Context: an optimization exercise on an open-source flow, tuned for small area, a short achievable clock period and few clock cycles per item. The choices shown serve that exercise and are no tape-out recipe.
Only simulation tests tie the RTL to the original design; equivalence was not proved.
Power and IR drop assume default switching activity.

== v32 ==
==> flow/design.v (excerpt) <==
module dither_stream (
    input  wire        clk,
    input  wire        rst,
    input  wire        start,
    input  wire        mode,
    input  wire [6:0]  width,
    input  wire [15:0] height,
    output reg         busy,
    input  wire        in_valid,
    output wire        in_ready,
    input  wire [7:0]  in_r,
    input  wire [7:0]  in_g,
    input  wire [7:0]  in_b,
    input  wire [7:0]  in_a,
    output reg         out_valid,
    input  wire        out_ready,
    output wire [7:0]  out_r,
    output wire [7:0]  out_g,
    output wire [7:0]  out_b,
    output wire [7:0]  out_a
);
Size: roughly 3500 cells after synthesis, ~96 I/O pins.
Settings: LEC_CHECK=0, CAP_MARGIN=20, CORE_MARGIN=2, CORE_UTILIZATION=65, CTS_CLUSTER_DIAMETER=80, CTS_CLUSTER_SIZE=25, PLACE_DENSITY=0.78, SLEW_MARGIN=20; clock period 32.0 ns.
standard.sh (not shown) runs the stock make flow with config.mk's settings and CLKGATE_MAP_FILE= SYNTH_SCRIPT=/design/flow/synth_recipe.tcl, a recipe that flattens the netlist after the stock synthesis.
==> flow/flow/run.sh <==
#!/bin/bash
# Layout flow: the standard synthesis and ORFS flow, with
#  - the timing repair steps (floorplan, CTS, global route) aiming for a
#    setup slack of MARGIN ns instead of 0, so that they size and buffer
#    the critical paths for a shorter period than the design's (the
#    constraints themselves are unchanged);
#  - the port buffers made of buf_2 cells instead of the delay buffers
#    buffer_ports picks by default (every port still gets its buffer).
set -euo pipefail
W=$(pwd)
MARGIN=$(cat "$W/flow/margin.txt")
bash standard.sh synth > "$W/synth.log" 2>&1
make -C "$FLOW_HOME" DESIGN_CONFIG="$W/config.mk" WORK_HOME="$W/orfs" CLKGATE_MAP_FILE= \
    SYNTH_SCRIPT="$W/synth_recipe.tcl" SETUP_SLACK_MARGIN="$MARGIN" \
    BUFFER_PORTS_ARGS="-buffer_cell sky130_fd_sc_hd__buf_2" finish > "$W/layout.log" 2>&1
bash standard.sh finish > "$W/final_def.log" 2>&1
==> flow/flow/margin.txt <==
24
v32: no failed stages, no open violations at the end
Testbench counts of v32, summed over its fixed seeds: cycles 32,928, pixels 32,768.
diff inputs: v32 => v42
- PLACE_DENSITY changed from 0.78 to 0.85
- CORE_UTILIZATION changed from 65 to 70
==> run notes <==
Looking at via count normalized by instance count, v42 sits about 7% higher than v32 does. v42 ended up with a higher depth of the critical timing path with buffers and inverters included than v32 did. v42 ended with every stage complete and zero timing, DRC or antenna violations. Final-stage net count: lower on v32.
diff inputs: v42 => v45
- PLACE_DENSITY: 0.85 -> 0.7
- CORE_UTILIZATION: 70 -> 60
[summary]
Worst setup slack up 73 ps in v45 wrt v42. Sort v42 and v45 by number of buffers inserted to repair setup after CTS asc -> top: v45. For v42, the class of the most critical setup path was reg2reg, unlike v45, where it was reg2out. Going from v42 to v45, minimum hold slack went down by 46 ps, worst endpoint required time went down by 6870 ps. Against v42 as the reference, v45 delivers a lower wire length of the first global-routing pass.
--- input diff v45..v37 ---
- a change of PLACE_DENSITY from 0.7 to 0.78
- a change of CTS_CLUSTER_DIAMETER from 80 to 90
- a change of CORE_UTILIZATION from 60 to 65
- a change of CTS_CLUSTER_SIZE from 25 to 28
==> comparison <==
Compared with v45, v37 ends up with less cell area.
Delta (v37 minus v45): total power consumption of the routed design -about 0.6%, wire length went up, sequential portion of the cell area now larger, layout filler cell count shrank by 974.

========
run A:
dither_stream again, from the RTL that the note above started with.
==> flow/design.v (excerpt) <==
module dither_stream (
    input  wire        clk,
    input  wire        rst,
    input  wire        start,
    input  wire        mode,
    input  wire [6:0]  width,
    input  wire [15:0] height,
    output reg         busy,
    input  wire        in_valid,
    output wire        in_ready,
    input  wire [7:0]  in_r,
    input  wire [7:0]  in_g,
    input  wire [7:0]  in_b,
    input  wire [7:0]  in_a,
    output reg         out_valid,
    input  wire        out_ready,
    output wire [7:0]  out_r,
    output wire [7:0]  out_g,
    output wire [7:0]  out_b,
    output wire [7:0]  out_a
);
export LEC_CHECK = 0
export CAP_MARGIN = 20
export CORE_MARGIN = 2
export CORE_UTILIZATION = 60
export CTS_CLUSTER_DIAMETER = 80
export CTS_CLUSTER_SIZE = 25
export PLACE_DENSITY = 0.7
export SLEW_MARGIN = 20
create_clock -name core_clock -period 32.0 [get_ports {clk}]
==> flow/flow/margin.txt <==
23
Scripts as last shown in full above: flow/flow/run.sh
Testbench counts of run A, summed over its fixed seeds: cycles 32,928, pixels 32,768.
Relative to run A, the following input files were edited for run B:
# run A
export LEC_CHECK = 0
export CAP_MARGIN = 20
export CORE_MARGIN = 2
export CORE_UTILIZATION = 60
export CTS_CLUSTER_DIAMETER = 80
export CTS_CLUSTER_SIZE = 25
export PLACE_DENSITY = 0.7
export SLEW_MARGIN = 20
create_clock -name core_clock -period 32.0 [get_ports {clk}]
# run B
export LEC_CHECK = 0
export CAP_MARGIN = 20
export CORE_MARGIN = 2
export CORE_UTILIZATION = 55
export CTS_CLUSTER_DIAMETER = 100
export CTS_CLUSTER_SIZE = 30
export SLEW_MARGIN = 20
create_clock -name core_clock -period 32.0 [get_ports {clk}]
[summary]
Higher minimum period implied by the final worst setup slack among run B and run A: run A
Compared with run A, area of the die in run B increased by a little under 10%.
Run A → run B: maximum number of pins on one net before global-route repair went up by about 110%; power consumption went down by about 1.8%.
> inputs changed (run B -> run C)
# run B
export LEC_CHECK = 0
export CAP_MARGIN = 20
export CORE_MARGIN = 2
export CORE_UTILIZATION = 55
export CTS_CLUSTER_DIAMETER = 100
export CTS_CLUSTER_SIZE = 30
export SLEW_MARGIN = 20
create_clock -name core_clock -period 32.0 [get_ports {clk}]
# run C
export LEC_CHECK = 0
export CAP_MARGIN = 20
export CORE_MARGIN = 2
export CORE_UTILIZATION = 50
export CTS_CLUSTER_DIAMETER = 60
export CTS_CLUSTER_SIZE = 20
export SLEW_MARGIN = 20
create_clock -name core_clock -period 32.0 [get_ports {clk}]
## What came out
- Run C | status: complete | timing, DRC, antenna: pass
- In run C, the register clock-pin slew on the reported worst setup and hold paths came out 60 ps below the value in run B.
- Between run C and run B, it is run C whose worst setup slack is higher, by 58 ps.
- Comparing run B and run C, the higher part of the total power dissipated in sequential elements was measured on run B.
- The fraction of the core area covered by cells at the end of the flow in run C sits 3.7 points below the value recorded for run B.
--- input diff run C..run D ---
# run C
export LEC_CHECK = 0
export CAP_MARGIN = 20
export CORE_MARGIN = 2
export CORE_UTILIZATION = 50
export CTS_CLUSTER_DIAMETER = 60
export CTS_CLUSTER_SIZE = 20
export SLEW_MARGIN = 20
create_clock -name core_clock -period 32.0 [get_ports {clk}]
# run D
export LEC_CHECK = 0
export CAP_MARGIN = 20
export CORE_MARGIN = 2
export CORE_UTILIZATION = 50
export SLEW_MARGIN = 20
create_clock -name core_clock -period 32.0 [get_ports {clk}]
Notes after the runs:
Going from run C to run D, worst setup slack -62 ps; fraction of power spent switching nets -0.92 points; worst hold slack ~0 delta; required time of the critical path +30 ps. Relative to run C, the all-layer global routing usage of run D is higher by 0.22 points. Run D falls short of run C in final total power. Per the comparison of run D with run C, final instance count without filler cells saw an increase, clock power share up 2.5 points, instance area at placement essentially unchanged.
### run D -> run E
# run D
export LEC_CHECK = 0
export CAP_MARGIN = 20
export CORE_MARGIN = 2
export CORE_UTILIZATION = 50
export SLEW_MARGIN = 20
create_clock -name core_clock -period 32.0 [get_ports {clk}]
# run E
export LEC_CHECK = 0
export CAP_MARGIN = 20
export CORE_MARGIN = 2
export CORE_UTILIZATION = 60
export CTS_CLUSTER_DIAMETER = 80
export CTS_CLUSTER_SIZE = 25
export PLACE_DENSITY = 0.7
export SLEW_MARGIN = 20
create_clock -name core_clock -period 32.0 [get_ports {clk}]
==> flow/flow/margin.txt <==
25
--- outcome ---
The weighted congestion at the end of routability-driven global placement of run E exceeds that of run D by about 1.5%.
Per the comparison of run E with run D, net switching fraction of the power shows an increase of 2.5 points; clock power share shows a reduction of 8.6 points; via count shows an increase of about 1.3%; combined flip-flop and latch cell area shows no meaningful change.
Reported for run D and run E, total negative slack for setup checks turned out identical to the last digit.
Sequential share of layout area in run E vs run D: down 0.63 points
Run E completed; timing, DRC and antenna clean
Edits applied to the flow inputs when going from run E to run F:
# run E
export LEC_CHECK = 0
export CAP_MARGIN = 20
export CORE_MARGIN = 2
export CORE_UTILIZATION = 60
export CTS_CLUSTER_DIAMETER = 80
export CTS_CLUSTER_SIZE = 25
export PLACE_DENSITY = 0.7
export SLEW_MARGIN = 20
create_clock -name core_clock -period 32.0 [get_ports {clk}]
# run F
export LEC_CHECK = 0
export CAP_MARGIN = 20
export CORE_MARGIN = 2
export CORE_UTILIZATION = 60
export CTS_CLUSTER_DIAMETER = 80
export CTS_CLUSTER_SIZE = 25
export PLACE_DENSITY = 0.78
export SLEW_MARGIN = 20
create_clock -name core_clock -period 32.0 [get_ports {clk}]
==> flow/flow/margin.txt <==
24
[summary]
- Comparing quantity of gates resized following cts for run E and run F, the bigger number came from run E.
- Run F vs run E: overall power of the completed layout down
- Delta (run F minus run E): share of the cycle needed by the critical path after routing about even; final-layout fill cell count fell 0.86%; met1 usage rose 2.5 points.
- Diff run F..run E | distinct cell type count after synthesis | unchanged
- Diff run E and run F: fmax lower in run F
- Post-CTS setup-driven buffer insertion count came out lower on run F than on run E.

-- what the ideal ports hide --
How much do the figures lean on ideal ports? The routed layouts below were timed once more, with nothing changed but the port constraints. Step 1: set_driving_cell puts a clkbuf_16 on clk and a buf_2 on each other input, an assumption about the parent block. Step 2 also shifts input and output timing later by t, the mid clock arrival at the registers, as if the neighbouring blocks saw the same clock. Three values: ideal, step 1, step 2; two values: the first two.
run	t (ns)	slack for setup (ns)	worst setup path after step 2	latest minus earliest clock arrival (ns)	cell pins on the clock port's net
v32	0.683	24.126 / 24.057 / 23.558	input to register	0.070 / 0.070	1
v42	0.696	24.061 / 24.061 / 23.517	input to register	0.078 / 0.078	1
v45	0.676	24.134 / 24.066 / 23.626	input to register	0.063 / 0.063	1
v37	0.687	24.129 / 24.063 / 23.555	input to register	0.048 / 0.048	1
run A	0.679	23.465 / 23.465 / 23.341	input to register	0.062 / 0.062	1
run B	0.672	23.476 / 23.476 / 23.320	input to register	0.055 / 0.054	1
run C	0.700	23.534 / 23.534 / 23.340	input to register	0.055 / 0.055	1
run D	0.730	23.472 / 23.472 / 23.299	input to register	0.032 / 0.032	1
run E	0.689	24.133 / 24.133 / 24.133	register to register	0.051 / 0.051	1
run F	0.698	24.103 / 24.035 / 23.578	input to register	0.035 / 0.035	1
After both steps setup and hold are still met in every run listed. For v37, which loses most, drivers alone change the setup slack by -0.066 ns; drivers and shift together by -0.574 ns.
